Context: an optimization exercise on an open-source flow, tuned for small area, a short achievable clock period and few clock cycles per item. The choices shown serve that exercise and are no tape-out recipe.
Function was checked by simulation only, so behaviour that the tests miss may differ from the original.

File: flow/design.v
module ws_arith (
    input  wire        clk,
    input  wire        rst,
    input  wire        in_valid,
    output wire        in_ready,
    input  wire [1:0]  in_op,
    input  wire        in_w8,
    input  wire [31:0] in_a,
    input  wire [31:0] in_b,
    output wire        out_valid,
    input  wire        out_ready,
    output wire [31:0] out_data
);
    localparam OP_SCALE = 2'd0;
    localparam OP_ENC   = 2'd1;
    localparam OP_DEC   = 2'd2;
    localparam [31:0] QNAN   = 32'h7FC00000;
    localparam [31:0] F32767 = 32'h46FFFE00;   
    localparam [31:0] F127   = 32'h42FE0000;   
    localparam U_IDLE = 3'd0;
    localparam U_PRE  = 3'd1;    
    localparam U_IT   = 3'd2;    
    localparam U_RND  = 3'd3;    
    localparam U_CHK  = 3'd4;    
    localparam U_IMM  = 3'd5;    
    localparam K_ZERO = 2'd0;
    localparam K_INF  = 2'd1;
    localparam K_NAN  = 2'd2;
    reg        bv;
    reg [1:0]  b_op;
    reg        b_w8;
    reg [31:0] b_a;
    reg [31:0] b_b;
    assign in_ready = !bv;
    reg [2:0]  us;
    reg [1:0]  u_op;
    reg        u_w8;
    reg        u_sgn;
    reg [1:0]  u_kind;
    reg [24:0] R;        
    reg [23:0] D;        
    reg [24:0] Q;        
    reg signed [9:0] W;  
    reg        lead;     
    reg        spec;     
    reg [4:0]  cnt;      
    reg        neg;      
    reg        seen;     
    reg        g1, g2, st;   
    reg        ov;
    reg [31:0] od;
    assign out_valid = ov;
    assign out_data  = od;
    wire [31:0] lx = b_a;
    wire [31:0] ly = (b_op == OP_SCALE) ? (b_w8 ? F127 : F32767) : b_b;
    wire [7:0]  lxe = lx[30:23];
    wire [7:0]  lye = ly[30:23];
    wire lx_nan  = (lxe == 8'hFF) && (lx[22:0] != 23'd0);
    wire ly_nan  = (lye == 8'hFF) && (ly[22:0] != 23'd0);
    wire lx_inf  = (lx[30:0] == 31'h7F800000);
    wire ly_inf  = (ly[30:0] == 31'h7F800000);
    wire lx_zero = (lx[30:0] == 31'd0);
    wire ly_zero = (ly[30:0] == 31'd0);
    wire [15:0] lk = b_w8 ? {{8{b_a[7]}}, b_a[7:0]} : b_a[15:0];
    wire lk_zero = (lk == 16'd0);
    wire l_div  = !b_op[1];
    wire l_dec  = (b_op == OP_DEC);
    wire [7:0] lxe1 = (lxe == 8'd0) ? 8'd1 : lxe;
    wire [7:0] lye1 = (lye == 8'd0) ? 8'd1 : lye;
    wire signed [9:0] lw_div = $signed({2'b00, lxe1}) - $signed({2'b00, lye1}) + 10'sd127;
    reg       l_imm;
    reg [1:0] l_kind;
    reg       l_sgn;
    always @* begin
        l_imm  = 1'b0;
        l_kind = K_ZERO;
        l_sgn  = l_dec ? (lk[15] ^ ly[31]) : (lx[31] ^ ly[31]);
        if (b_op == 2'd3) begin
            l_imm = 1'b1; l_kind = K_ZERO; l_sgn = 1'b0;
        end else if (l_dec) begin
            if (ly_nan || (ly_inf && lk_zero)) begin
                l_imm = 1'b1; l_kind = K_NAN;
            end else if (ly_inf) begin
                l_imm = 1'b1; l_kind = K_INF;
            end else if (lk_zero || ly_zero) begin
                l_imm = 1'b1; l_kind = K_ZERO;
            end
        end else begin
            if (lx_nan || ly_nan || (lx_inf && ly_inf) || (lx_zero && ly_zero)) begin
                l_imm = 1'b1; l_kind = K_NAN;
            end else if (lx_inf || ly_zero) begin
                l_imm = 1'b1; l_kind = K_INF;
            end else if (lx_zero || ly_inf) begin
                l_imm = 1'b1; l_kind = K_ZERO;
            end
        end
        if (l_imm && l_kind == K_ZERO && b_op[0]) l_sgn = 1'b0;    
    end
    wire u_div = !u_op[1];
    wire u_enc = (u_op == OP_ENC);
    wire kb    = Q[0] ^ (neg & seen);
    wire [23:0] addend = u_div ? ~D : (kb ? D : 24'd0);
    wire [25:0] sum    = {1'b0, R} + {1'b0, u_div, addend} + {25'd0, u_div};
    wire        qb     = sum[25];                        
    wire [24:0] rsel   = (u_div && !qb) ? R : sum[24:0];
    wire [24:0] r_div  = {rsel[23:0], 1'b0};
    wire [24:0] r_mul  = {1'b0, sum[24:1]};
    wire [9:0]  w_dn   = W - 10'sd1;
    wire [9:0]  w_up   = W + 10'sd1;
    wire w_ge143 = (W >= 10'sd143);
    wire w_ge127 = (W >= 10'sd127);
    wire w_eq126 = (W == 10'sd126);
    wire w_le124 = (W <= 10'sd124);
    reg  e_fin, e_inc, e_sat, e_chk;
    always @* begin
        e_fin = 1'b0; e_inc = 1'b0; e_sat = 1'b0; e_chk = 1'b0;
        if (w_ge143) begin
            if (qb) begin e_fin = 1'b1; e_sat = 1'b1; end
        end else if (w_ge127) begin
        end else if (w_eq126) begin
            if (qb) begin e_fin = 1'b1; e_inc = 1'b1; end
        end else if (!lead) begin
            if (w_le124 || !qb) e_fin = 1'b1;            
        end else if (spec) begin
            if (cnt == 5'd2) begin
                if (qb) begin e_fin = 1'b1; e_inc = 1'b1; end
            end else if (cnt == 5'd1) begin
                if (qb) e_chk = 1'b1; else e_fin = 1'b1;
            end else begin
                if (!qb) e_fin = 1'b1;
            end
        end else begin
            if (!qb) e_fin = 1'b1;
            else if (cnt == 5'd1) begin e_fin = 1'b1; e_inc = 1'b1; end
        end
    end
    wire s_done = Q[23] || (W == -10'sd23);
    wire k_done = neg ? ((&Q[15:1]) && (seen || Q[0])) : !(|Q[15:1]);
    wire m_fin  = k_done && !W[9];       
    wire it_fin = u_enc ? e_fin : (u_op == OP_DEC) ? m_fin : 1'b0;
    wire [23:0] acc = r_mul[23:0];
    wire        g1n = sum[0];
    wire        stn = st | g2;
    reg  signed [9:0] f_e;
    reg  [22:0] f_m;
    reg         f_g, f_s;
    always @* begin
        if (us == U_RND) begin
            f_e = Q[24] ? (W + 10'sd25) : 10'sd0;
            f_m = Q[23:1];
            f_g = Q[0];
            f_s = |R;
        end else if (acc[23]) begin
            f_e = w_up;
            f_m = acc[22:0];
            f_g = g1n;
            f_s = g1 | stn;
        end else if (W >= 10'sd1) begin
            f_e = W;
            f_m = {acc[21:0], g1n};
            f_g = g1;
            f_s = stn;
        end else begin
            f_e = 10'sd0;
            f_m = acc[22:0];
            f_g = g1n;
            f_s = g1 | stn;
        end
    end
    wire        f_rup = f_g & (f_s | f_m[0]);
    wire        f_ovf = !f_e[9] && (f_e[8] || (&f_e[7:0]));
    wire [30:0] f_mag = f_ovf ? 31'h7F800000 : ({f_e[7:0], f_m} + {30'd0, f_rup});
    wire [31:0] f_res = {u_sgn, f_mag};
    wire        c_inc = (us == U_CHK) ? (|R) : e_inc;
    wire        c_sat = (us == U_IMM) ? 1'b1 : e_sat;
    wire [16:0] c_n   = {1'b0, Q[15:0]} + {16'd0, c_inc};
    wire        c_big = c_sat || (u_w8 ? (|c_n[16:7]) : (|c_n[16:15]));
    wire [15:0] c_m   = c_big ? (u_w8 ? 16'd127 : 16'd32767) : c_n[15:0];
    wire [31:0] c_res = u_sgn ? (32'd0 - {16'd0, c_m}) : {16'd0, c_m};
    reg [31:0] res;
    always @* begin
        if (us == U_IMM) begin
            case (u_kind)
                K_NAN:   res = u_enc ? 32'd0 : QNAN;
                K_INF:   res = u_enc ? c_res : {u_sgn, 31'h7F800000};
                default: res = {u_sgn, 31'd0};
            endcase
        end else if (u_enc || us == U_CHK) begin
            res = c_res;
        end else begin
            res = f_res;
        end
    end
    wire fin  = ((us == U_IT) && it_fin) || (us == U_RND) || (us == U_CHK) || (us == U_IMM);
    wire done = fin && (!ov || out_ready);
    wire load = bv && ((us == U_IDLE) || done);
    always @(posedge clk) begin
        if (in_ready) begin
            b_op <= in_op;
            b_w8 <= in_w8;
            b_a  <= in_a;
            b_b  <= in_b;
        end
        if (rst)
            bv <= 1'b0;
        else if (in_ready)
            bv <= in_valid;
        else if (load)
            bv <= 1'b0;
    end
    always @(posedge clk) begin
        if (rst)
            ov <= 1'b0;
        else if (done)
            ov <= 1'b1;
        else if (out_ready)
            ov <= 1'b0;
        if (done)
            od <= res;
    end
    always @(posedge clk) begin
        if (rst) begin
            us <= U_IDLE;
        end else if (load) begin
            u_op   <= b_op;
            u_w8   <= b_w8;
            u_sgn  <= l_sgn;
            u_kind <= l_kind;
            R      <= l_div ? {1'b0, (lxe != 8'd0), lx[22:0]} : 25'd0;
            D      <= {(lye != 8'd0), ly[22:0]};
            Q      <= l_div ? 25'd0 : {9'd0, lk};
            W      <= l_div ? lw_div : $signed({2'b00, lye1});
            lead   <= 1'b0;
            spec   <= 1'b0;
            neg    <= lk[15];
            seen   <= 1'b0;
            g1     <= 1'b0;
            g2     <= 1'b0;
            st     <= 1'b0;
            us     <= l_imm ? U_IMM : (lye == 8'd0) ? U_PRE : U_IT;
        end else if (done) begin
            us <= U_IDLE;
        end else begin
            case (us)
                U_PRE: begin
                    D <= {D[22:0], 1'b0};
                    W <= u_div ? w_up : w_dn;
                    if (D[22]) us <= U_IT;
                end
                U_IT: begin
                    if (!fin) begin
                        if (u_div) begin
                            R <= r_div;
                            W <= w_dn;
                            if (!u_enc || w_ge127) Q <= {Q[23:0], qb};
                            if (u_enc) begin
                                lead <= lead | qb;
                                cnt  <= (!lead && qb) ? 5'd24 : cnt - 5'd1;
                                if (!lead && qb && (W == 10'sd125)) spec <= 1'b1;
                                if (e_chk) us <= U_CHK;
                            end else if (s_done) begin
                                us <= U_RND;
                            end
                        end else begin
                            R    <= r_mul;
                            W    <= w_up;
                            Q    <= {Q[24:16], Q[15], Q[15:1]};
                            seen <= seen | Q[0];
                            g1   <= g1n;
                            g2   <= g1;
                            st   <= stn;
                        end
                    end
                end
                default: ;
            endcase
        end
    end
endmodule
File: flow/run.sh
#!/bin/bash
# synth_recipe.tcl (not shown) runs the flow's synth.tcl, then flattens the netlist and writes it again
# the make line also repeats each setting of config.mk as NAME=value (left out here)
make -C /OpenROAD-flow-scripts/flow DESIGN_CONFIG=/design/flow/config.mk WORK_HOME=/design/flow/orfs CLKGATE_MAP_FILE= SYNTH_SCRIPT=/design/flow/synth_recipe.tcl finish
File: flow/config.mk
export PLATFORM = sky130hd
export DESIGN_NAME = ws_arith
export DESIGN_NICKNAME = ws_arith
export VERILOG_FILES = /design/flow/design.v
export SDC_FILE = /design/flow/constraint.sdc
export NUM_CORES = 4
export LEC_CHECK = 0
export ABC_AREA = 1
export CAP_MARGIN = 20
export CORE_MARGIN = 2
export CORE_UTILIZATION = 30
export SLEW_MARGIN = 20
File: flow/constraint.sdc
create_clock -name core_clock -period 17.0 [get_ports {clk}]
set_input_delay 3.4000 -clock core_clock [delete_from_list [all_inputs] [get_ports {clk}]]
set_output_delay 3.4000 -clock core_clock [all_outputs]
set_load 0.01 [all_outputs]
==> flow_metrics.env, run 1 <==
export IMPL_status="complete, no violations"
export IMPL_reg2regPathDepth=40
export IMPL_numPortBuffers=104
export IMPL_grt_setup_unrepaired="no"
export IMPL_place_congestion=0.930
export IMPL_syn_to_final_growth_pct=16.3
export IMPL_wl_per_cell_um=17.8
export IMPL_synthMuxAreaShare=0.00128
export IMPL_netlist_area_um2=15700
export IMPL_synth_top_family_by_area="simple AND/OR/NAND/NOR gates"
export IMPL_synth_compound_area_frac=0.130
export IMPL_critPathMaxStageDelay_ps=460
export IMPL_cts_buffers_inserted=27
export IMPL_hold_path_class="register to register"
export IMPL_clk_path_buf_depth=3
export IMPL_synth_distinct_cells=65
export IMPL_yosys_area_share_simple=0.313
export IMPL_insertion_delay_ps=590
export IMPL_path_class="register to register"
export IMPL_holdWs_ps=574
export IMPL_yosys_register_bits=206
export IMPL_start_util=0.305
export IMPL_fp_dieH_um=233
export IMPL_final_common_cell="nand2_1"
export IMPL_drv_cap=0
export IMPL_antenna_cells=0
export IMPL_cpMaxStageDelayCell="ha_1"
export IMPL_synth_fa_ha_area_frac=0.0421
export IMPL_worstReg2RegEnd="od[29]"
export IMPL_holdPathEnd="u_op[1]"
export IMPL_cts_sinks=206
export IMPL_fin_area_um2=18200
export IMPL_fin_crit_ps=6780
export IMPL_syn_avg_cell_area_um2=7.58
export IMPL_num_vias=14600
export IMPL_drive_gt1_frac=0.0795
export IMPL_first_global_vias=13900
export IMPL_finClkSkew_ps=29.9
export IMPL_setup_tns_ps=0
export IMPL_die_area_um2=54100
export IMPL_netlist_area_leader_share=0.385
export IMPL_end_kind="register"
export IMPL_yosysWarnings=1
export IMPL_fin_ws_ps=10220
export IMPL_instances_no_fill=2844
export IMPL_grt_pass1_wl_um=78400
export IMPL_num_io_pins=105
export IMPL_synth_yosys_seq_area_share=0.391
export IMPL_clk_pin_slew_ps=60
export IMPL_grt_max_degree=72
export IMPL_core_area_um2=51500
export IMPL_dp_slack_ps=9830
export IMPL_cts_setup_buffers=0
export IMPL_wirelength_um=50500
export IMPL_hold_depth=0
export IMPL_final_hold_viol_count=0
export IMPL_synthCells=2071
export IMPL_fill_cells=5441
export IMPL_final_nets=2265
export IMPL_worst_pin_slew_ps=1000
export IMPL_num_rows=83
export IMPL_cts_resized=0
export IMPL_place_area_um2=17300
export IMPL_root_buffer="clkbuf_16"
export IMPL_hp_start="b_op[1]"
export IMPL_critPathLaunchType="register"
export IMPL_drt_iter0_markers=1293
export IMPL_ys_flop_type="edfxtp_1"
export IMPL_synthTopCellsByArea="edfxtp_1 (38%), nand2_1 (13%), inv_1 (5.6%)"
export IMPL_overflow=0
export IMPL_die_w_um=233
export IMPL_final_cell_mix="nand2_1 (532), inv_1 (234), edfxtp_1 (201)"
export IMPL_cts_hold_buf=0
export IMPL_drc=0
export IMPL_max_freq_mhz=148
export IMPL_fin_crit_sh=0.399
export IMPL_cts_htree_levels=1
export IMPL_grt_antenna_before_repair=0
export IMPL_synth_edff_count=201
export IMPL_rrSetupSlack_ps=10220
export IMPL_post_dp_hpwl_um=39400
export IMPL_cp_arrival_ps=7100
export IMPL_slew_headroom=0.333
export IMPL_cts_tree="done"
export IMPL_firstDrtPassIters=6
export IMPL_synth_nets=2193
export IMPL_cp_max_fo=24
export IMPL_viasPerCell=5.15
export IMPL_synth_area_leader_cell="edfxtp_1"
export IMPL_cp_data_required_time_ps=17330
export IMPL_async_flop_share=0
export IMPL_antenna_left=0
export IMPL_dp_cells=2792
export IMPL_grtUsageTotal=0.185
export IMPL_r2r_start="neg"
export IMPL_setup_viol=0
export IMPL_synth_xor_area_frac=0.0357
export IMPL_final_max_slew_viol_count=0
## flip-flops by register name, indices dropped and copies added (netlist names), 2 cells and up
signal,flops
us,3
od,32
u_kind,2
W,10
u_op,2
D,24
b_op,2
cnt,5
Q,25
R,25
b_a,32
b_b,32
## per-stage QoR
step	util
floorplan	-
global placement	0.336
detailed placement	0.336
CTS	0.353
global route	0.354
finish	0.354
## metal layers
metal  vias to the layer above  share of wire  track usage
met5                         -              0            0
met4                         0          0.025       0.0529
met3                        70          0.069       0.0238
met2                       550           0.46        0.305
met1                      6856           0.45        0.253
li1                       7163              -            -
## cells in the mapped netlist (27+ instances only)
| master | n |
|---|---|
| xor2_1 | 49 |
| ha_1 | 48 |
| o21ai_0 | 131 |
| nand3_1 | 163 |
| clkbuf_1 | 38 |
| nor2_1 | 196 |
| a21oi_1 | 70 |
| o21ai_1 | 27 |
| nand4_1 | 38 |
| inv_1 | 236 |
| o221ai_1 | 31 |
| nand2_1 | 532 |
| edfxtp_1 | 201 |
## cells by family after synthesis
| family | count (synthesis) |
|---|---|
| multiplexers | 2 |
| flip-flops | 206 |
| AO/OA/AOI/OAI | 339 |
| AND/OR/NAND/NOR | 1077 |
| buffers and inverters | 332 |
| XOR/XNOR | 64 |
| adder cells (fa/ha/maj) | 51 |
## critical path, delay by kind of cell (launching register included)
| family | cells | cell delay [ps] |
|---|---|---|
| AND/OR/NAND/NOR | 30 | 3650 |
| flip-flops | 1 | 430 |
| adder cells (fa/ha/maj) | 3 | 930 |
| buffers and inverters | 3 | 640 |
| XOR/XNOR | 2 | 380 |
| AO/OA/AOI/OAI | 2 | 420 |
## area by class of cell
type                            instances  area, um^2  share of cell area
Inverter                              257         966              0.0529
Tap cell                              680         851              0.0466
Clock buffer                           34         722              0.0396
Sequential cell                       206        6140               0.336
Timing Repair Buffer                  118        1170              0.0643
Multi-Input combinational cell       1533        8210               0.450
Clock inverter                         16         181             0.00995
## worst max path at each step
stage,start,to,slack (ps),depth (start not counted)
final,neg,od[29],10220,40
after floorplan,out_ready,D[0],11310,8
after global routing,neg,od[31],9690,38
after global placement,out_ready,Q[20],9810,12
after detailed placement,out_ready,Q[24],9830,12
after CTS,Q[0],Q[20],10220,28
Testbench counts, summed over its fixed seeds: cycles 20,617, items 3,936.
==> run 2, diff against run 1 <==
--- a/flow/config.mk
+++ b/flow/config.mk
@@ -6,5 +6,4 @@
 export NUM_CORES = 4
 export LEC_CHECK = 0
-export ABC_AREA = 1
 export CAP_MARGIN = 20
 export CORE_MARGIN = 2
==> flow_metrics.env, run 2 <==
export IMPL_cts_resized=0
export IMPL_final_hold_viol_count=0
export IMPL_critPathMaxStageDelay_ps=640
export IMPL_clk_pin_slew_ps=60
export IMPL_yosys_register_bits=206
export IMPL_async_flop_share=0
export IMPL_num_io_pins=105
export IMPL_setup_tns_ps=0
export IMPL_fill_cells=5118
export IMPL_syn_to_final_growth_pct=16.6
export IMPL_core_area_um2=49100
export IMPL_synth_edff_count=201
export IMPL_overflow=0
export IMPL_first_global_vias=12700
export IMPL_post_dp_hpwl_um=37100
export IMPL_num_rows=81
export IMPL_die_w_um=227
export IMPL_top_regs="b_a x32, b_b x32, od x32"
export IMPL_cts_tree="done"
export IMPL_cts_buffers_inserted=24
export IMPL_critPathLaunchType="register"
export IMPL_grt_setup_unrepaired="no"
export IMPL_grt_antenna_before_repair=0
export IMPL_status="complete, no violations"
export IMPL_regArea_um2=6140
export IMPL_setup_viol=0
export IMPL_wl_per_cell_um=20.1
export IMPL_multi_input_area_um2=8210
export IMPL_firstDrtPassIters=5
export IMPL_synth_nets=1835
export IMPL_r2r_start="u_op[1]"
export IMPL_synthCells=1713
export IMPL_netlist_area_um2=14900
export IMPL_final_nets=1870
export IMPL_drt_iter0_markers=1279
export IMPL_cp_arrival_ps=9690
export IMPL_synthTopCellsByArea="edfxtp_1 (40%), o21ai_0 (5.3%), nand2_1 (5.3%)"
export IMPL_max_freq_mhz=106
export IMPL_hold_path_class="register to register"
export IMPL_synth_area_leader_cell="edfxtp_1"
export IMPL_fin_crit_sh=0.554
export IMPL_reg2regPathDepth=39
export IMPL_root_buffer="clkbuf_16"
export IMPL_start_util=0.305
export IMPL_finClkSkew_ps=20.2
export IMPL_grtUsageTotal=0.187
export IMPL_final_cell_mix="nand2_1 (209), edfxtp_1 (201), o21ai_0 (158)"
export IMPL_cts_sinks=206
export IMPL_drc=0
export IMPL_final_max_slew_viol_count=0
export IMPL_holdPathEnd="D[18]"
export IMPL_num_vias=13600
export IMPL_die_area_um2=51600
export IMPL_hold_depth=2
export IMPL_yosysWarnings=1
export IMPL_place_congestion=0.912
export IMPL_numPortBuffers=104
export IMPL_rrSetupSlack_ps=7580
export IMPL_dp_slack_ps=7860
export IMPL_ys_top_cells_by_count="nand2_1 (209), edfxtp_1 (201), o21ai_0 (158), a21oi_1 (155), nor2_1 (137)"
export IMPL_end_kind="register"
export IMPL_fp_dieH_um=227
export IMPL_worstReg2RegEnd="od[29]"
export IMPL_cp_data_required_time_ps=17270
export IMPL_drive_gt1_frac=0.0578
export IMPL_antenna_cells=0
export IMPL_insertion_delay_ps=560
export IMPL_drv_cap=0
export IMPL_ys_flop_type="edfxtp_1"
export IMPL_syn_avg_cell_area_um2=8.72
export IMPL_grt_pass1_wl_um=75100
export IMPL_hp_start="b_b[18]"
export IMPL_wirelength_um=48900
export IMPL_netlist_area_leader_share=0.404
export IMPL_antenna_left=0
export IMPL_cts_hold_buf=0
export IMPL_final_common_cell="nand2_1"
export IMPL_slew_headroom=0.307
export IMPL_path_class="register to register"
export IMPL_fin_crit_ps=9420
export IMPL_synth_yosys_seq_area_share=0.411
export IMPL_cts_htree_levels=1
export IMPL_cts_setup_buffers=0
export IMPL_viasPerCell=5.58
export IMPL_synth_most_common_cell="nand2_1"
export IMPL_cpMaxStageDelayCell="edfxtp_1"
export IMPL_grt_max_degree=99
export IMPL_cp_max_fo=26
export IMPL_worst_pin_slew_ps=1030
export IMPL_fin_ws_ps=7580
export IMPL_clk_path_buf_depth=3
export IMPL_synth_distinct_cells=88
run 2: cell types whose count changed in the layout (fill, tap and decap cells not counted), sizes merged, moves of 36 or more:
cell / previous run / this run
a21oi: 75 / 156
inv: 253 / 43
nand2: 562 / 209
nand3: 177 / 70
nor2: 221 / 138
xnor2: 15 / 51
run 2: logic make-up after synthesis:
kind of cell,count (synthesis),share of synthesized area
AND/OR/NAND/NOR,666,0.221
AO/OA/AOI/OAI,504,0.206
flip-flops,206,0.411
buffers and inverters,162,0.0415
XOR/XNOR,85,0.0498
adder cells (fa/ha/maj),51,0.0442
multiplexers,39,0.0268
run 2: per-layer routing:
metal	part of all wire	track usage	vias up	routed length, um
li1	-	-	6422	-
met1	0.45	0.264	6497	22100
met2	0.45	0.295	558	22000
met3	0.067	0.0247	85	3270
met4	0.031	0.0611	0	1490
met5	0	0	-	0
run 2: metrics by stage:
stage | utilization | area [um^2] | cells | hold WS (ps)
4_1_cts | 0.355 | 17400 | 2430 | 571
3_5_place_dp | 0.337 | 16500 | 2386 | 561
6_report | 0.355 | 17400 | 2430 | 567
3_3_place_gp | 0.337 | 16500 | 2386 | 559
5_1_grt | 0.355 | 17400 | 2430 | 586
2_1_floorplan | - | 14900 | 1713 | 449
run 2: how the worst max path moves through the flow:
stage,start,end,depth (start not counted)
6_report,u_op[1],od[29],39
4_1_cts,u_op[1],od[28],39
3_5_place_dp,u_op[1],od[28],39
3_3_place_gp,u_op[1],od[29],39
2_1_floorplan,u_op[1],od[23],42
5_1_grt,u_op[1],od[23],39
run 2: final cells by class:
| cell class | count | share of cell area |
|---|---|---|
| clock buffer | 29 | 0.0355 |
| clock inverter | 15 | 0.0142 |
| inverter | 44 | 0.00948 |
| multi-input combinational | 1345 | 0.471 |
| sequential | 206 | 0.352 |
| tap | 664 | 0.0477 |
| timing repair buffer | 127 | 0.0697 |
run 2: worst max-delay path, delay by kind of cell (launching register included):
family          cells  cell delay (ps)
flops               1              640
fa+ha+maj           5             1180
buf+inv             6             1020
compound gates     13             3470
simple gates       15             2780
==> run 3, diff against run 2 <==
--- a/flow/design.v
+++ b/flow/design.v
@@ -50,6 +50,7 @@
     reg        ov;
     reg [31:0] od;
+    reg        oc;
     assign out_valid = ov;
-    assign out_data  = od;
+    assign out_data  = od + {31'd0, oc};
     wire [31:0] lx = b_a;
     wire [31:0] ly = (b_op == OP_SCALE) ? (b_w8 ? F127 : F32767) : b_b;
@@ -168,26 +169,34 @@
         end
     end
-    wire        f_rup = f_g & (f_s | f_m[0]);
     wire        f_ovf = !f_e[9] && (f_e[8] || (&f_e[7:0]));
-    wire [30:0] f_mag = f_ovf ? 31'h7F800000 : ({f_e[7:0], f_m} + {30'd0, f_rup});
-    wire [31:0] f_res = {u_sgn, f_mag};
+    wire [31:0] f_x   = f_ovf ? {u_sgn, 31'h7F800000} : {u_sgn, f_e[7:0], f_m};
+    wire        f_c   = !f_ovf && f_g && (f_s || f_m[0]);
     wire        c_inc = (us == U_CHK) ? (|R) : e_inc;
     wire        c_sat = (us == U_IMM) ? 1'b1 : e_sat;
-    wire [16:0] c_n   = {1'b0, Q[15:0]} + {16'd0, c_inc};
-    wire        c_big = c_sat || (u_w8 ? (|c_n[16:7]) : (|c_n[16:15]));
-    wire [15:0] c_m   = c_big ? (u_w8 ? 16'd127 : 16'd32767) : c_n[15:0];
-    wire [31:0] c_res = u_sgn ? (32'd0 - {16'd0, c_m}) : {16'd0, c_m};
-    reg [31:0] res;
-    always @* begin
+    wire        c_big = c_sat || (u_w8 ? ((|Q[15:7]) || (c_inc && (&Q[6:0])))
+                                       : (Q[15] || (c_inc && (&Q[14:0]))));
+    wire [15:0] c_q   = c_big ? (u_w8 ? 16'd127 : 16'd32767) : Q[15:0];
+    wire        c_i   = !c_big && c_inc;
+    wire [31:0] c_x   = u_sgn ? {16'hFFFF, ~c_q} : {16'h0000, c_q};
+    wire        c_c   = c_i ^ u_sgn;
+    reg [31:0] res_x;
+    reg        res_c;
+    always @* begin
+        res_c = 1'b0;
         if (us == U_IMM) begin
             case (u_kind)
-                K_NAN:   res = u_enc ? 32'd0 : QNAN;
-                K_INF:   res = u_enc ? c_res : {u_sgn, 31'h7F800000};
-                default: res = {u_sgn, 31'd0};
+                K_NAN:   res_x = u_enc ? 32'd0 : QNAN;
+                K_INF:   begin
+                    res_x = u_enc ? c_x : {u_sgn, 31'h7F800000};
+                    res_c = u_enc & c_c;
+                end
+                default: res_x = {u_sgn, 31'd0};
             endcase
         end else if (u_enc || us == U_CHK) begin
-            res = c_res;
-        end else begin
-            res = f_res;
+            res_x = c_x;
+            res_c = c_c;
+        end else begin
+            res_x = f_x;
+            res_c = f_c;
         end
     end
@@ -216,6 +225,8 @@
         else if (out_ready)
             ov <= 1'b0;
-        if (done)
-            od <= res;
+        if (done) begin
+            od <= res_x;
+            oc <= res_c;
+        end
     end
     always @(posedge clk) begin
--- a/flow/config.mk
+++ b/flow/config.mk
@@ -6,4 +6,5 @@
 export NUM_CORES = 4
 export LEC_CHECK = 0
+export ABC_AREA = 1
 export CAP_MARGIN = 20
 export CORE_MARGIN = 2
==> flow_metrics.env, run 3 <==
export IMPL_drt_iter0_markers=1373
export IMPL_worst_pin_slew_ps=1070
export IMPL_wl_per_cell_um=17.2
export IMPL_fin_crit_sh=0.425
export IMPL_post_dp_hpwl_um=33300
export IMPL_die_area_um2=50300
export IMPL_first_global_vias=12200
export IMPL_finClkSkew_ps=19.4
export IMPL_synth_xor_area_frac=0.0445
export IMPL_insertion_delay_ps=560
export IMPL_async_flop_share=0
export IMPL_drv_cap=0
export IMPL_start_util=0.304
export IMPL_synth_most_common_cell="nand2_1"
export IMPL_synth_edff_count=202
export IMPL_grt_setup_unrepaired="no"
export IMPL_ys_flop_type="edfxtp_1"
export IMPL_cts_buffers_inserted=26
export IMPL_synth_top_family_by_area="simple AND/OR/NAND/NOR gates"
export IMPL_netlist_area_um2=14600
export IMPL_max_freq_mhz=139
export IMPL_overflow=0
export IMPL_grt_pass1_wl_um=68300
export IMPL_synth_nets=1945
export IMPL_dp_slack_ps=10310
export IMPL_yosysWarnings=1
export IMPL_synthCells=1825
export IMPL_final_cell_mix="nand2_1 (449), edfxtp_1 (202), inv_1 (193)"
export IMPL_clk_path_buf_depth=3
export IMPL_yosys_area_share_simple=0.257
export IMPL_final_hold_viol_count=0
export IMPL_place_congestion=0.897
export IMPL_cts_resized=0
export IMPL_netlist_area_leader_share=0.416
export IMPL_core_area_um2=47800
export IMPL_grtUsageTotal=0.171
export IMPL_fin_crit_ps=7220
export IMPL_drc=0
export IMPL_final_max_slew_viol_count=0
export IMPL_slew_headroom=0.283
export IMPL_synth_compound_area_frac=0.151
export IMPL_cts_hold_buf=0
export IMPL_firstDrtPassIters=6
export IMPL_setup_viol=0
export IMPL_setup_tns_ps=0
export IMPL_cts_sinks=207
export IMPL_cp_data_required_time_ps=13600
export IMPL_root_buffer="clkbuf_16"
export IMPL_wirelength_um=43400
export IMPL_cts_tree="done"
export IMPL_numPortBuffers=104
export IMPL_hold_path_class="register to register"
export IMPL_finish_utilization=0.354
export IMPL_synth_area_leader_cell="edfxtp_1"
export IMPL_antenna_left=0
export IMPL_drive_gt1_frac=0.0628
export IMPL_synthTopCellsByArea="edfxtp_1 (42%), nand2_1 (12%), inv_1 (5.0%)"
export IMPL_grt_antenna_before_repair=0
export IMPL_cts_setup_buffers=0
export IMPL_die_w_um=224
export IMPL_viasPerCell=5.17
export IMPL_critPathLaunchType="register"
export IMPL_clk_pin_slew_ps=60
export IMPL_num_io_pins=105
export IMPL_top_regs="b_a x32, b_b x32, od x32"
export IMPL_end_kind="primary output"
export IMPL_synthMuxAreaShare=0.000687
export IMPL_synth_distinct_cells=60
export IMPL_final_nets=2012
export IMPL_num_rows=80
export IMPL_num_vias=13100
export IMPL_grt_max_degree=71
export IMPL_cp_max_fo=4
export IMPL_synth_fa_ha_area_frac=0.0436
export IMPL_fp_dieH_um=224
export IMPL_fin_ws_ps=9780
export IMPL_syn_to_final_growth_pct=16.1
export IMPL_synth_yosys_seq_area_share=0.423
export IMPL_antenna_cells=0
export IMPL_cts_htree_levels=1
export IMPL_yosys_register_bits=207
export IMPL_path_class="register to primary output"
export IMPL_status="complete, no violations"
export IMPL_final_common_cell="nand2_1"
export IMPL_cp_arrival_ps=3820
export IMPL_ys_top_cells_by_count="nand2_1 (449), edfxtp_1 (202), inv_1 (194), nor2_1 (152), nand3_1 (128)"
export IMPL_syn_avg_cell_area_um2=7.98
## run 3: final cells by class
type / instances / area [um^2]
Inverter: 215 / 807
Multi-Input combinational cell: 1328 / 7250
Sequential cell: 207 / 6170
Tap cell: 615 / 769
Clock buffer: 34 / 702
Fill cell: 4972 / 30900
Timing Repair Buffer: 114 / 1120
Clock inverter: 14 / 103
## run 3: metrics by stage
step | instance area (um^2) | hold WS (ps) | instances
global route | 16900 | 575 | 2527
finish | 16900 | 536 | 2527
CTS | 16900 | 533 | 2527
detailed placement | 16100 | 524 | 2479
floorplan | 14600 | 492 | 1825
global placement | 16100 | 512 | 2478
## run 3: logic make-up (layout without fill, tap and decap cells)
family / Yosys count / count (layout)
xor gates and xnor gates: 74 / 74
and+or+nand+nor: 848 / 848
adders and majority gates: 49 / 49
buffers and inverters: 290 / 377
muxes: 1 / 1
DFF: 207 / 207
AOI/OAI and AO/OA: 356 / 356
## run 3: per-layer routing
| layer | wire length [um] | up-vias | share of wire | track usage |
|---|---|---|---|---|
| met1 | 20600 | 6063 | 0.47 | 0.253 |
| met5 | 0 | - | 0 | 0 |
| met2 | 18400 | 529 | 0.42 | 0.257 |
| li1 | - | 6390 | - | - |
| met4 | 1100 | 0 | 0.025 | 0.0464 |
| met3 | 3280 | 74 | 0.075 | 0.0255 |
## run 3: worst max-delay path, cell delays in order, from the launching register on
cell and delay, ps:
edfxtp_1 330, ha_1 160, ha_1 180, nand3_1 120
nor2_1 170, nand3_1 130, nor2_1 230, nand4_1 160
inv_1 100, nand2_1 50, nor2_1 160, nand2_1 70
nor2_1 240, nand4_1 180, nor2_1 190, nand3_1 110
xnor2_1 140, clkdlybuf4s50_1 550
## run 3: final timing paths
path,slack (ps),cells after the start,start,endpoint
setup / recovery,9780,17,od[0],out_data[30]
hold / removal,540,2,us[0],us[0]
setup reg to reg,11000,23,Q[0],W[5]
hold reg to reg,540,2,us[0],us[0]
Testbench counts of run 3, summed over its fixed seeds: cycles 20,617, items 3,936.
==> run 4, diff against run 3 <==
--- a/flow/design.v
+++ b/flow/design.v
@@ -47,10 +47,13 @@
     reg        neg;      
     reg        seen;     
+    reg        kb;       
     reg        g1, g2, st;   
     reg        ov;
     reg [31:0] od;
     reg        oc;
-    assign out_valid = ov;
-    assign out_data  = od + {31'd0, oc};
+    reg        qv;
+    reg [31:0] oq;
+    assign out_valid = qv;
+    assign out_data  = oq;
     wire [31:0] lx = b_a;
     wire [31:0] ly = (b_op == OP_SCALE) ? (b_w8 ? F127 : F32767) : b_b;
@@ -100,5 +103,4 @@
     wire u_div = !u_op[1];
     wire u_enc = (u_op == OP_ENC);
-    wire kb    = Q[0] ^ (neg & seen);
     wire [23:0] addend = u_div ? ~D : (kb ? D : 24'd0);
     wire [25:0] sum    = {1'b0, R} + {1'b0, u_div, addend} + {25'd0, u_div};
@@ -201,7 +203,9 @@
         end
     end
-    wire fin  = ((us == U_IT) && it_fin) || (us == U_RND) || (us == U_CHK) || (us == U_IMM);
-    wire done = fin && (!ov || out_ready);
-    wire load = bv && ((us == U_IDLE) || done);
+    wire xfer  = ov && (!qv || out_ready);
+    wire stall = ov && !xfer;
+    wire fin   = ((us == U_IT) && it_fin) || (us == U_RND) || (us == U_CHK) || (us == U_IMM);
+    wire done  = fin && !stall;
+    wire load  = bv && !stall && ((us == U_IDLE) || fin);
     always @(posedge clk) begin
         if (in_ready) begin
@@ -219,19 +223,36 @@
     end
     always @(posedge clk) begin
-        if (rst)
+        if (rst) begin
             ov <= 1'b0;
-        else if (done)
-            ov <= 1'b1;
-        else if (out_ready)
-            ov <= 1'b0;
+            qv <= 1'b0;
+        end else begin
+            ov <= done || (ov && !xfer);
+            qv <= xfer || (qv && !out_ready);
+        end
         if (done) begin
             od <= res_x;
             oc <= res_c;
         end
+        if (xfer)
+            oq <= od + {31'd0, oc};
     end
     always @(posedge clk) begin
-        if (rst) begin
+        if (rst)
             us <= U_IDLE;
-        end else if (load) begin
+        else if (load)
+            us <= l_imm ? U_IMM : (lye == 8'd0) ? U_PRE : U_IT;
+        else if (done)
+            us <= U_IDLE;
+        else if (!stall) begin
+            if (us == U_PRE && D[22])
+                us <= U_IT;
+            if (us == U_IT && u_enc && e_chk)
+                us <= U_CHK;
+            if (us == U_IT && u_op == OP_SCALE && s_done)
+                us <= U_RND;
+        end
+    end
+    always @(posedge clk) begin
+        if (load) begin
             u_op   <= b_op;
             u_w8   <= b_w8;
@@ -246,40 +267,33 @@
             neg    <= lk[15];
             seen   <= 1'b0;
+            kb     <= lk[0];
             g1     <= 1'b0;
             g2     <= 1'b0;
             st     <= 1'b0;
-            us     <= l_imm ? U_IMM : (lye == 8'd0) ? U_PRE : U_IT;
-        end else if (done) begin
-            us <= U_IDLE;
-        end else begin
+        end else if (!stall) begin
             case (us)
                 U_PRE: begin
                     D <= {D[22:0], 1'b0};
                     W <= u_div ? w_up : w_dn;
-                    if (D[22]) us <= U_IT;
                 end
                 U_IT: begin
-                    if (!fin) begin
-                        if (u_div) begin
-                            R <= r_div;
-                            W <= w_dn;
-                            if (!u_enc || w_ge127) Q <= {Q[23:0], qb};
-                            if (u_enc) begin
-                                lead <= lead | qb;
-                                cnt  <= (!lead && qb) ? 5'd24 : cnt - 5'd1;
-                                if (!lead && qb && (W == 10'sd125)) spec <= 1'b1;
-                                if (e_chk) us <= U_CHK;
-                            end else if (s_done) begin
-                                us <= U_RND;
-                            end
-                        end else begin
-                            R    <= r_mul;
-                            W    <= w_up;
-                            Q    <= {Q[24:16], Q[15], Q[15:1]};
-                            seen <= seen | Q[0];
-                            g1   <= g1n;
-                            g2   <= g1;
-                            st   <= stn;
+                    if (u_div) begin
+                        R <= r_div;
+                        W <= w_dn;
+                        if (!u_enc || w_ge127) Q <= {Q[23:0], qb};
+                        if (u_enc) begin
+                            lead <= lead | qb;
+                            cnt  <= (!lead && qb) ? 5'd24 : cnt - 5'd1;
+                            if (!lead && qb && (W == 10'sd125)) spec <= 1'b1;
                         end
+                    end else begin
+                        R    <= r_mul;
+                        W    <= w_up;
+                        Q    <= {Q[24:16], Q[15], Q[15:1]};
+                        seen <= seen | Q[0];
+                        kb   <= Q[1] ^ (neg & (seen | Q[0]));
+                        g1   <= g1n;
+                        g2   <= g1;
+                        st   <= stn;
                     end
                 end
--- a/flow/config.mk
+++ b/flow/config.mk
@@ -9,4 +9,4 @@
 export CAP_MARGIN = 20
 export CORE_MARGIN = 2
-export CORE_UTILIZATION = 30
+export CORE_UTILIZATION = 55
 export SLEW_MARGIN = 20
==> flow_metrics.env, run 4 <==
export IMPL_status="complete, no violations"
export IMPL_antenna_left=0
export IMPL_drc=0
export IMPL_syn_to_final_growth_pct=13.7
export IMPL_synth_nets=2060
export IMPL_drt_iter0_markers=1294
export IMPL_synth_edff_count=229
export IMPL_grt_max_degree=55
export IMPL_num_io_pins=105
export IMPL_grtUsageTotal=0.286
export IMPL_end_kind="register"
export IMPL_drv_cap=0
export IMPL_numPortBuffers=104
export IMPL_rrSetupSlack_ps=10660
export IMPL_num_rows=61
export IMPL_ys_flop_type="edfxtp_1"
export IMPL_finClkSkew_ps=32.6
export IMPL_cp_data_required_time_ps=17190
export IMPL_place_congestion=0.938
export IMPL_worst_pin_slew_ps=1060
export IMPL_final_hold_viol_count=0
export IMPL_max_freq_mhz=158
export IMPL_overflow=0
export IMPL_final_common_cell="nand2_1"
export IMPL_hold_path_class="register to register"
export IMPL_place_area_um2=16900
export IMPL_synth_yosys_seq_area_share=0.454
export IMPL_cts_buffers_inserted=28
export IMPL_fin_crit_ps=6340
export IMPL_cp_arrival_ps=6530
export IMPL_cts_htree_levels=1
export IMPL_use_met2=0.469
export IMPL_holdPathEnd="spec"
export IMPL_slew_headroom=0.291
export IMPL_cts_tree="done"
export IMPL_firstDrtPassIters=5
export IMPL_hp_start="spec"
export IMPL_synthCells=1940
export IMPL_die_w_um=173
export IMPL_crit_family="simple AND/OR/NAND/NOR gates"
export IMPL_insertion_delay_ps=570
export IMPL_grtUsageMet3=0.0352
export IMPL_yosysWarnings=1
export IMPL_drive_gt1_frac=0.0640
export IMPL_synth_area_leader_cell="edfxtp_1"
export IMPL_cts_sinks=241
export IMPL_viasPerCell=5.71
export IMPL_hold_depth=2
export IMPL_synth_distinct_cells=56
export IMPL_crit_buf_inv=2
export IMPL_setup_viol=0
export IMPL_cpMaxStageDelayCell="inv_1"
export IMPL_cts_hold_buf=0
export IMPL_syn_avg_cell_area_um2=8.07
export IMPL_netlist_area_leader_share=0.439
export IMPL_met1_usage=0.394
export IMPL_netlist_area_um2=15700
export IMPL_core_area_um2=27900
export IMPL_final_nets=2129
export IMPL_crit_path_cell_trace="nand2_1 > a21oi_1 > ha_1 > a21oi_1 > nand2_1 > nand2_1 > nand2_1 > a21oi_2 > nand2_4 > ha_1 > nand2_1 > nand3_1 > nand2_1 > nand3_1 > nand2_1 > nand2_1 > nand3_2 > nand2_4 > inv_2 > nor2_1 > inv_1"
export IMPL_critPathMaxStageDelay_ps=770
export IMPL_die_area_um2=29800
export IMPL_num_vias=13800
export IMPL_antenna_cells=0
export IMPL_synthTopCellsByArea="edfxtp_1 (44%), nand2_1 (12%), inv_1 (4.8%)"
export IMPL_grt_setup_unrepaired="no"
export IMPL_final_max_slew_viol_count=0
export IMPL_setup_tns_ps=0
export IMPL_dp_slack_ps=10020
export IMPL_fin_crit_sh=0.373
export IMPL_fin_ws_ps=10660
export IMPL_cts_resized=0
export IMPL_cpMostUsedCell="nand2_1"
export IMPL_grt_antenna_before_repair=0
export IMPL_grt_pass1_wl_um=68700
export IMPL_first_global_vias=12900
export IMPL_reg2regPathDepth=21
export IMPL_critPathLaunchType="register"
export IMPL_cp_max_fo=54
export IMPL_ys_top_cells_by_count="nand2_1 (493), edfxtp_1 (229), inv_1 (199), nor2_1 (192), nand3_1 (130)"
export IMPL_final_cell_mix="nand2_1 (493), edfxtp_1 (229), inv_1 (197)"
export IMPL_wirelength_um=43400
export IMPL_finish_utilization=0.637
export IMPL_fin_area_um2=17800
export IMPL_yosys_register_bits=241
export IMPL_grt_busiest_layer="met2"
export IMPL_synth_most_common_cell="nand2_1"
export IMPL_post_dp_hpwl_um=32900
export IMPL_start_util=0.561
export IMPL_worstReg2RegEnd="R[10]"
export IMPL_wl_per_cell_um=18.0
export IMPL_root_buffer="clkbuf_16"
export IMPL_cts_setup_buffers=0
export IMPL_clk_path_buf_depth=3
export IMPL_clk_pin_slew_ps=70
export IMPL_fp_dieH_um=173
export IMPL_r2r_start="u_op[1]"
export IMPL_path_class="register to register"
export IMPL_async_flop_share=0
==> run 4: cell types whose count changed after synthesis, moves of 11 or more <==
cell and change:
o21ai_0 -22, nand2_1 +44, nor2_1 +40, o221ai_1 -24, nand4_1 +11, edfxtp_1 +27, a21oi_1 +40
==> run 4: cell type report <==
cell class              count  area [um^2]
fillers                  2390        10100
clock inverters            19          189
well taps                 378          473
multi-input cells        1408         7370
inverters                 215          810
repair buffers            115         1130
flip-flops and latches    241         7120
clock buffers              33          719
==> run 4: logic make-up (layout without fill, tap and decap cells) <==
| group | after synthesis | in the layout | synth area share |
|---|---|---|---|
| buffers and inverters | 291 | 382 | 0.0763 |
| AOI/OAI and AO/OA | 326 | 326 | 0.119 |
| and+or+nand+nor | 963 | 963 | 0.270 |
| adders and majority gates | 49 | 49 | 0.0406 |
| DFF | 241 | 241 | 0.454 |
| xor gates and xnor gates | 70 | 70 | 0.0391 |
==> run 4: stage by stage <==
step	cells	hold WS, ps
after global placement	2356	453
after detailed placement	2356	471
final	2409	502
after CTS	2408	494
after global routing	2409	508
after floorplan	1940	428
==> run 4: layer usage <==
layer	share of wire	vias up
met5	0	-
met2	0.46	597
met1	0.43	6355
li1	-	6703
met3	0.076	97
met4	0.037	0
==> run 4: worst max-delay path by stage <==
stage / start / to / slack (ps) / cells after the start
6_report: u_op[1] / R[10] / 10660 / 21
2_1_floorplan: out_ready / W[0] / 11540 / 10
4_1_cts: u_op[1] / Q[10] / 10550 / 21
5_1_grt: u_op[1] / Q[4] / 10100 / 23
3_3_place_gp: out_ready / Q[5] / 10080 / 11
3_5_place_dp: out_ready / Q[5] / 10020 / 11
==> run 4: worst register-to-register path, cell delays in order (launching register included) <==
cell	delay, ps
edfxtp_1	750
nand2_1	720
a21oi_1	400
ha_1	330
a21oi_1	250
nand2_1	90
nand2_1	70
nand2_1	90
a21oi_2	270
nand2_4	160
ha_1	320
nand2_1	70
nand3_1	70
nand2_1	60
nand3_1	60
nand2_1	60
nand2_1	70
nand3_2	80
nand2_4	300
inv_2	760
nor2_1	190
inv_1	770
Testbench counts of run 4, summed over its fixed seeds: cycles 20,625, items 3,936.
==> run 5, diff against run 4 <==
--- a/flow/config.mk
+++ b/flow/config.mk
@@ -9,4 +9,4 @@
 export CAP_MARGIN = 20
 export CORE_MARGIN = 2
-export CORE_UTILIZATION = 55
+export CORE_UTILIZATION = 30
 export SLEW_MARGIN = 20
==> flow_metrics.env, run 5 <==
export IMPL_fp_dieH_um=232
export IMPL_netlist_area_leader_share=0.439
export IMPL_firstDrtPassIters=5
export IMPL_root_buffer="clkbuf_16"
export IMPL_fill_cells=5392
export IMPL_setup_tns_ps=0
export IMPL_critPathMaxStageDelay_ps=760
export IMPL_grt_setup_unrepaired="no"
export IMPL_yosys_register_bits=241
export IMPL_num_io_pins=105
export IMPL_place_congestion=0.982
export IMPL_drt_iter0_markers=1180
export IMPL_clk_path_buf_depth=3
export IMPL_cp_data_required_time_ps=17180
export IMPL_first_global_vias=13200
export IMPL_post_dp_hpwl_um=38100
export IMPL_numPortBuffers=104
export IMPL_grt_antenna_before_repair=0
export IMPL_viasPerCell=5.12
export IMPL_met1_usage=0.242
export IMPL_cts_tree="done"
export IMPL_cts_htree_levels=1
export IMPL_synth_yosys_seq_area_share=0.454
export IMPL_async_flop_share=0
export IMPL_cp_max_fo=54
export IMPL_clk_pin_slew_ps=60
export IMPL_cts_setup_buffers=0
export IMPL_status="complete, no violations"
export IMPL_final_hold_viol_count=0
export IMPL_cpMaxStageDelayCell="nor4_1"
export IMPL_fin_area_um2=18300
export IMPL_crit_path_cell_trace="clkdlybuf4s50_1 > inv_1 > nand2_1 > nor2_1 > inv_1 > nand2_1 > inv_1 > nand2_4 > inv_2 > buf_4 > nor4_1"
export IMPL_use_met2=0.277
export IMPL_wirelength_um=49100
export IMPL_cp_arrival_ps=6700
export IMPL_cts_hold_buf=0
export IMPL_cts_buffers_inserted=29
export IMPL_final_cell_mix="nand2_1 (492), edfxtp_1 (229), inv_1 (198)"
export IMPL_final_nets=2132
export IMPL_grt_busiest_layer="met2"
export IMPL_worst_pin_slew_ps=1040
export IMPL_grtUsageMet3=0.0268
export IMPL_synth_area_leader_cell="edfxtp_1"
export IMPL_grt_max_degree=67
export IMPL_synth_nets=2060
export IMPL_antenna_cells=0
export IMPL_grtUsageTotal=0.178
export IMPL_max_freq_mhz=153
export IMPL_core_area_um2=51500
export IMPL_slew_headroom=0.303
export IMPL_start_util=0.304
export IMPL_synth_distinct_cells=56
export IMPL_die_w_um=232
export IMPL_finClkSkew_ps=13.4
export IMPL_yosysWarnings=1
export IMPL_drc=0
export IMPL_synthTopCellsByArea="edfxtp_1 (44%), nand2_1 (12%), inv_1 (4.8%)"
export IMPL_cts_sinks=241
export IMPL_grt_pass1_wl_um=74900
export IMPL_num_rows=83
export IMPL_num_vias=13900
export IMPL_end_kind="register"
export IMPL_cpMostUsedCell="inv_1"
export IMPL_syn_avg_cell_area_um2=8.07
export IMPL_final_common_cell="nand2_1"
export IMPL_wl_per_cell_um=18.1
export IMPL_setup_viol=0
export IMPL_fin_ws_ps=10480
export IMPL_place_area_um2=17300
export IMPL_dp_slack_ps=9950
export IMPL_ys_top_cells_by_count="nand2_1 (493), edfxtp_1 (229), inv_1 (199), nor2_1 (192), nand3_1 (130)"
export IMPL_ys_flop_type="edfxtp_1"
export IMPL_drv_cap=0
export IMPL_synthCells=1940
export IMPL_drive_gt1_frac=0.0674
export IMPL_synth_most_common_cell="nand2_1"
export IMPL_final_max_slew_viol_count=0
export IMPL_antenna_left=0
export IMPL_hold_path_class="register to register"
export IMPL_die_area_um2=54000
export IMPL_insertion_delay_ps=560
export IMPL_syn_to_final_growth_pct=16.6
export IMPL_netlist_area_um2=15700
export IMPL_path_class="primary input to register"
export IMPL_fin_crit_ps=6520
export IMPL_critPathLaunchType="primary input"
export IMPL_cts_resized=0
export IMPL_synth_edff_count=229
export IMPL_fin_crit_sh=0.384
export IMPL_overflow=0
[run 5: cell families (layout without fill, tap and decap cells)]
| family | after synthesis | count (layout) | share of synthesized area |
|---|---|---|---|
| buffers and inverters | 291 | 384 | 0.0763 |
| XOR/XNOR | 70 | 70 | 0.0391 |
| AO/OA/AOI/OAI | 326 | 326 | 0.119 |
| flip-flops | 241 | 241 | 0.454 |
| adder cells (fa/ha/maj) | 49 | 49 | 0.0406 |
| AND/OR/NAND/NOR | 963 | 963 | 0.270 |
[run 5: worst paths after layout]
check / startpoint / endpoint / slack (ps) / cells past startpoint
setup / recovery: out_ready / cnt[0] / 10480 / 11
hold / removal: st / st / 470 / 1
setup reg to reg: u_op[1] / cnt[0] / 10940 / 24
hold reg to reg: st / st / 470 / 1
[run 5: final cells by class]
class | count | area, um^2 | share of cell area
clock buffer | 34 | 744 | 0.0408
timing repair buffer | 117 | 1160 | 0.0634
clock inverter | 18 | 210 | 0.0115
multi-input combinational | 1408 | 7370 | 0.404
sequential | 241 | 7120 | 0.390
tap | 680 | 851 | 0.0466
inverter | 215 | 810 | 0.0443
[run 5: routing by layer]
| metal | vias to the layer above | wire (um) | part of all wire |
|---|---|---|---|
| met5 | - | 0 | 0 |
| met4 | 0 | 2530 | 0.051 |
| met3 | 120 | 3330 | 0.068 |
| met2 | 551 | 21400 | 0.44 |
| met1 | 6499 | 21800 | 0.44 |
| li1 | 6709 | - | - |
[run 5: critical path: cells and delay by family]
family / cells / cell delay, ps
buf+inv: 6 / 1470
simple gates: 5 / 1790
[run 5: per-stage QoR]
| step | instances | hold WS (ps) | util |
|---|---|---|---|
| 2_1_floorplan | 1940 | 428 | - |
| 3_3_place_gp | 2660 | 451 | 0.335 |
| 3_5_place_dp | 2660 | 461 | 0.335 |
| 4_1_cts | 2712 | 475 | 0.354 |
| 5_1_grt | 2713 | 501 | 0.355 |
| 6_report | 2713 | 475 | 0.355 |
==> run 6, diff against run 5 <==
--- a/flow/design.v
+++ b/flow/design.v
@@ -18,10 +18,10 @@
     localparam [31:0] F32767 = 32'h46FFFE00;   
     localparam [31:0] F127   = 32'h42FE0000;   
-    localparam U_IDLE = 3'd0;
-    localparam U_PRE  = 3'd1;    
-    localparam U_IT   = 3'd2;    
-    localparam U_RND  = 3'd3;    
-    localparam U_CHK  = 3'd4;    
-    localparam U_IMM  = 3'd5;    
+    localparam U_PRE  = 3'b000;    
+    localparam U_IT   = 3'b001;    
+    localparam U_IDLE = 3'b100;
+    localparam U_IMM  = 3'b101;    
+    localparam U_RND  = 3'b110;    
+    localparam U_CHK  = 3'b111;    
     localparam K_ZERO = 2'd0;
     localparam K_INF  = 2'd1;
@@ -32,5 +32,4 @@
     reg [31:0] b_a;
     reg [31:0] b_b;
-    assign in_ready = !bv;
     reg [2:0]  us;
     reg [1:0]  u_op;
@@ -97,4 +96,6 @@
             end else if (lx_zero || ly_inf) begin
                 l_imm = 1'b1; l_kind = K_ZERO;
+            end else if (b_op == OP_ENC && lye != 8'd0 && lw_div <= 10'sd124) begin
+                l_imm = 1'b1; l_kind = K_ZERO;           
             end
         end
@@ -204,8 +205,9 @@
     end
     wire xfer  = ov && (!qv || out_ready);
-    wire stall = ov && !xfer;
+    wire stall = ov && qv;
     wire fin   = ((us == U_IT) && it_fin) || (us == U_RND) || (us == U_CHK) || (us == U_IMM);
     wire done  = fin && !stall;
     wire load  = bv && !stall && ((us == U_IDLE) || fin);
+    assign in_ready = !bv || (us[2] && !(ov && qv));
     always @(posedge clk) begin
         if (in_ready) begin
--- a/flow/config.mk
+++ b/flow/config.mk
@@ -9,4 +9,4 @@
 export CAP_MARGIN = 20
 export CORE_MARGIN = 2
-export CORE_UTILIZATION = 30
+export CORE_UTILIZATION = 55
 export SLEW_MARGIN = 20
==> flow_metrics.env, run 6 <==
export IMPL_cp_max_fo=63
export IMPL_synth_area_leader_cell="edfxtp_1"
export IMPL_num_io_pins=105
export IMPL_grt_max_degree=68
export IMPL_start_util=0.554
export IMPL_cts_sinks=241
export IMPL_clk_path_buf_depth=3
export IMPL_place_area_um2=17000
export IMPL_hold_path_class="register to register"
export IMPL_holdWs_ps=451
export IMPL_synth_fa_ha_area_frac=0.0409
export IMPL_grt_setup_unrepaired="no"
export IMPL_path_class="register to register"
export IMPL_cts_htree_levels=1
export IMPL_post_dp_hpwl_um=33700
export IMPL_fin_ws_ps=11410
export IMPL_fin_crit_ps=5590
export IMPL_synth_nets=2071
export IMPL_insertion_delay_ps=560
export IMPL_fin_crit_sh=0.329
export IMPL_finClkSkew_ps=20.3
export IMPL_synth_most_common_cell="nand2_1"
export IMPL_fin_area_um2=18100
export IMPL_synth_xor_area_frac=0.0398
export IMPL_synth_top_family_by_area="simple AND/OR/NAND/NOR gates"
export IMPL_critPathLaunchType="register"
export IMPL_dp_slack_ps=11450
export IMPL_num_vias=13800
export IMPL_cts_resized=0
export IMPL_final_hold_viol_count=0
export IMPL_worst_pin_slew_ps=918
export IMPL_yosys_register_bits=241
export IMPL_grtUsageTotal=0.292
export IMPL_end_kind="register"
export IMPL_final_common_cell="nand2_1"
export IMPL_die_w_um=174
export IMPL_synthMuxAreaShare=0
export IMPL_cp_data_required_time_ps=17290
export IMPL_grt_antenna_before_repair=0
export IMPL_final_max_slew_viol_count=0
export IMPL_place_congestion=0.976
export IMPL_slew_headroom=0.386
export IMPL_first_global_vias=13000
export IMPL_drc=0
export IMPL_drt_iter0_markers=1588
export IMPL_synthCells=1950
export IMPL_synth_compound_area_frac=0.124
export IMPL_synth_distinct_cells=58
export IMPL_dp_cells=2371
export IMPL_syn_to_final_growth_pct=14.1
export IMPL_antenna_cells=0
export IMPL_yosysWarnings=1
export IMPL_setup_viol=0
export IMPL_status="complete, no violations"
export IMPL_wirelength_um=44100
export IMPL_grt_pass1_wl_um=70100
export IMPL_firstDrtPassIters=5
export IMPL_cts_setup_buffers=0
export IMPL_multi_input_area_um2=7400
export IMPL_syn_avg_cell_area_um2=8.12
export IMPL_fp_dieH_um=174
export IMPL_regArea_um2=7120
export IMPL_drv_cap=0
export IMPL_antenna_left=0
export IMPL_drive_gt1_frac=0.0603
export IMPL_num_rows=62
export IMPL_synth_yosys_seq_area_share=0.450
export IMPL_cp_arrival_ps=5880
export IMPL_final_cell_mix="nand2_1 (507), edfxtp_1 (229), inv_1 (210)"
export IMPL_numPortBuffers=104
export IMPL_ys_top_cells_by_count="nand2_1 (507), edfxtp_1 (229), inv_1 (212), nor2_1 (175), nand3_1 (133)"
export IMPL_netlist_area_um2=15800
export IMPL_viasPerCell=5.71
export IMPL_cts_tree="done"
export IMPL_overflow=0
export IMPL_yosys_area_share_simple=0.261
export IMPL_synthTopCellsByArea="edfxtp_1 (43%), nand2_1 (12%), inv_1 (5.0%)"
export IMPL_max_freq_mhz=179
export IMPL_async_flop_share=0
export IMPL_root_buffer="clkbuf_16"
export IMPL_wl_per_cell_um=18.2
export IMPL_core_area_um2=28500
export IMPL_instances_no_fill=2425
export IMPL_synth_edff_count=229
export IMPL_finish_utilization=0.633
export IMPL_setup_tns_ps=0
export IMPL_final_nets=2140
export IMPL_die_area_um2=30200
export IMPL_cts_hold_buf=0
export IMPL_cts_buffers_inserted=28
export IMPL_fill_cells=2533
export IMPL_netlist_area_leader_share=0.434
export IMPL_clk_pin_slew_ps=60
export IMPL_ys_flop_type="edfxtp_1"
==> run 6: changes by cell type after synthesis, moves of 6 or more <==
cell,before,now
nor2_1,192,175
nand2_1,493,507
inv_1,199,212
o221ai_1,2,15
buf_2,22,12
buf_6,5,15
nand4_1,38,47
o22ai_1,11,3
o31ai_1,5,13
nor2_2,12,5
nor3_1,28,21
o21bai_1,8,1
nand3_2,8,2
==> run 6: worst max-delay path: stages (launching register included) <==
cell and delay, ps:
edfxtp_1 320, buf_4 240, nand2_1 590, a21oi_1 550, ha_1 370, nand2_2 140, inv_1 50, a21oi_1 150
nand2_1 100, a21oi_2 170, nand2_2 260, ha_1 380, nand2_1 70, nand3_1 70, nand2_1 70, nand2_1 50
nand3_1 60, nand3_1 110, nand2_4 120, nand2_8 270, nand2_4 460, inv_2 310, a21oi_1 270, o21ai_1 100
==> run 6: metal layers <==
metal	part of all wire	wire, um	vias to the layer above	track usage
met3	0.097	4300	86	0.0515
met4	0.028	1260	0	0.0847
met2	0.44	19200	680	0.454
met5	0	0	-	0
met1	0.44	19400	6330	0.423
li1	-	-	6753	-
==> run 6: cell families (layout without fill, tap and decap cells) <==
logic type,count (synthesis),count (layout)
AND/OR/NAND/NOR,948,948
AO/OA/AOI/OAI,331,331
buffers and inverters,308,399
flip-flops,241,241
XOR/XNOR,72,72
adder cells (fa/ha/maj),50,50
==> run 6: path summary, 6_finish.rpt <==
kind	cells past startpoint	slack, ps	end	from
worst max-delay path	23	11410	Q[12]	u_op[1]
worst min-delay path	2	450	seen	seen
worst max register to register	23	11410	Q[12]	u_op[1]
worst min register to register	2	450	seen	seen
==> run 6: final cells by class <==
type                    count  area share
clock buffers              34      0.0412
well taps                 384      0.0266
flip-flops and latches    241       0.394
inverters                 230      0.0481
repair buffers            117      0.0653
clock inverters            18      0.0151
multi-input cells        1401       0.410
Testbench counts of run 6, summed over its fixed seeds: cycles 20,734, items 3,936.

## separate check: timing with driven ports
How much do the figures lean on ideal ports? The routed layouts below were timed once more, with nothing changed but the port constraints.
Step 1 sets driving cells, clkbuf_16 on the clock port and buf_2 on the other inputs (assumed; they add their load-dependent delay and slew).
Step 2, shift: input delay + t, output delay - t, t = (earliest + latest rising clock arrival at the registers) / 2. This alone moves slack from input paths to output paths.
a / b / c = no drivers / after step 1 / after step 2; a / b = the first two.
run | shift t [ns] | setup WS [ns] | worst hold slack (ns) | worst slew at a driven data input, ns
run 1 | 0.627 | 10.224 / 10.224 / 10.092 | 0.574 / 0.574 / 0.574 | 0.05
run 2 | 0.605 | 7.581 / 7.581 / 7.581 | 0.567 / 0.567 / 0.567 | 0.04
run 3 | 0.600 | 9.782 / 9.730 / 10.330 | 0.536 / 0.536 / 0.536 | 0.04
run 4 | 0.603 | 10.660 / 10.660 / 10.134 | 0.502 / 0.502 / 0.502 | 0.04
run 5 | 0.611 | 10.480 / 10.513 / 9.902 | 0.475 / 0.475 / 0.475 | 0.05
run 6 | 0.598 | 11.415 / 11.415 / 11.415 | 0.451 / 0.451 / 0.451 | 0.04
After both steps every run listed still meets setup and hold. The setup slack of run 5, which loses most, moves by +0.033 ns with the drivers and by -0.578 ns with both steps.
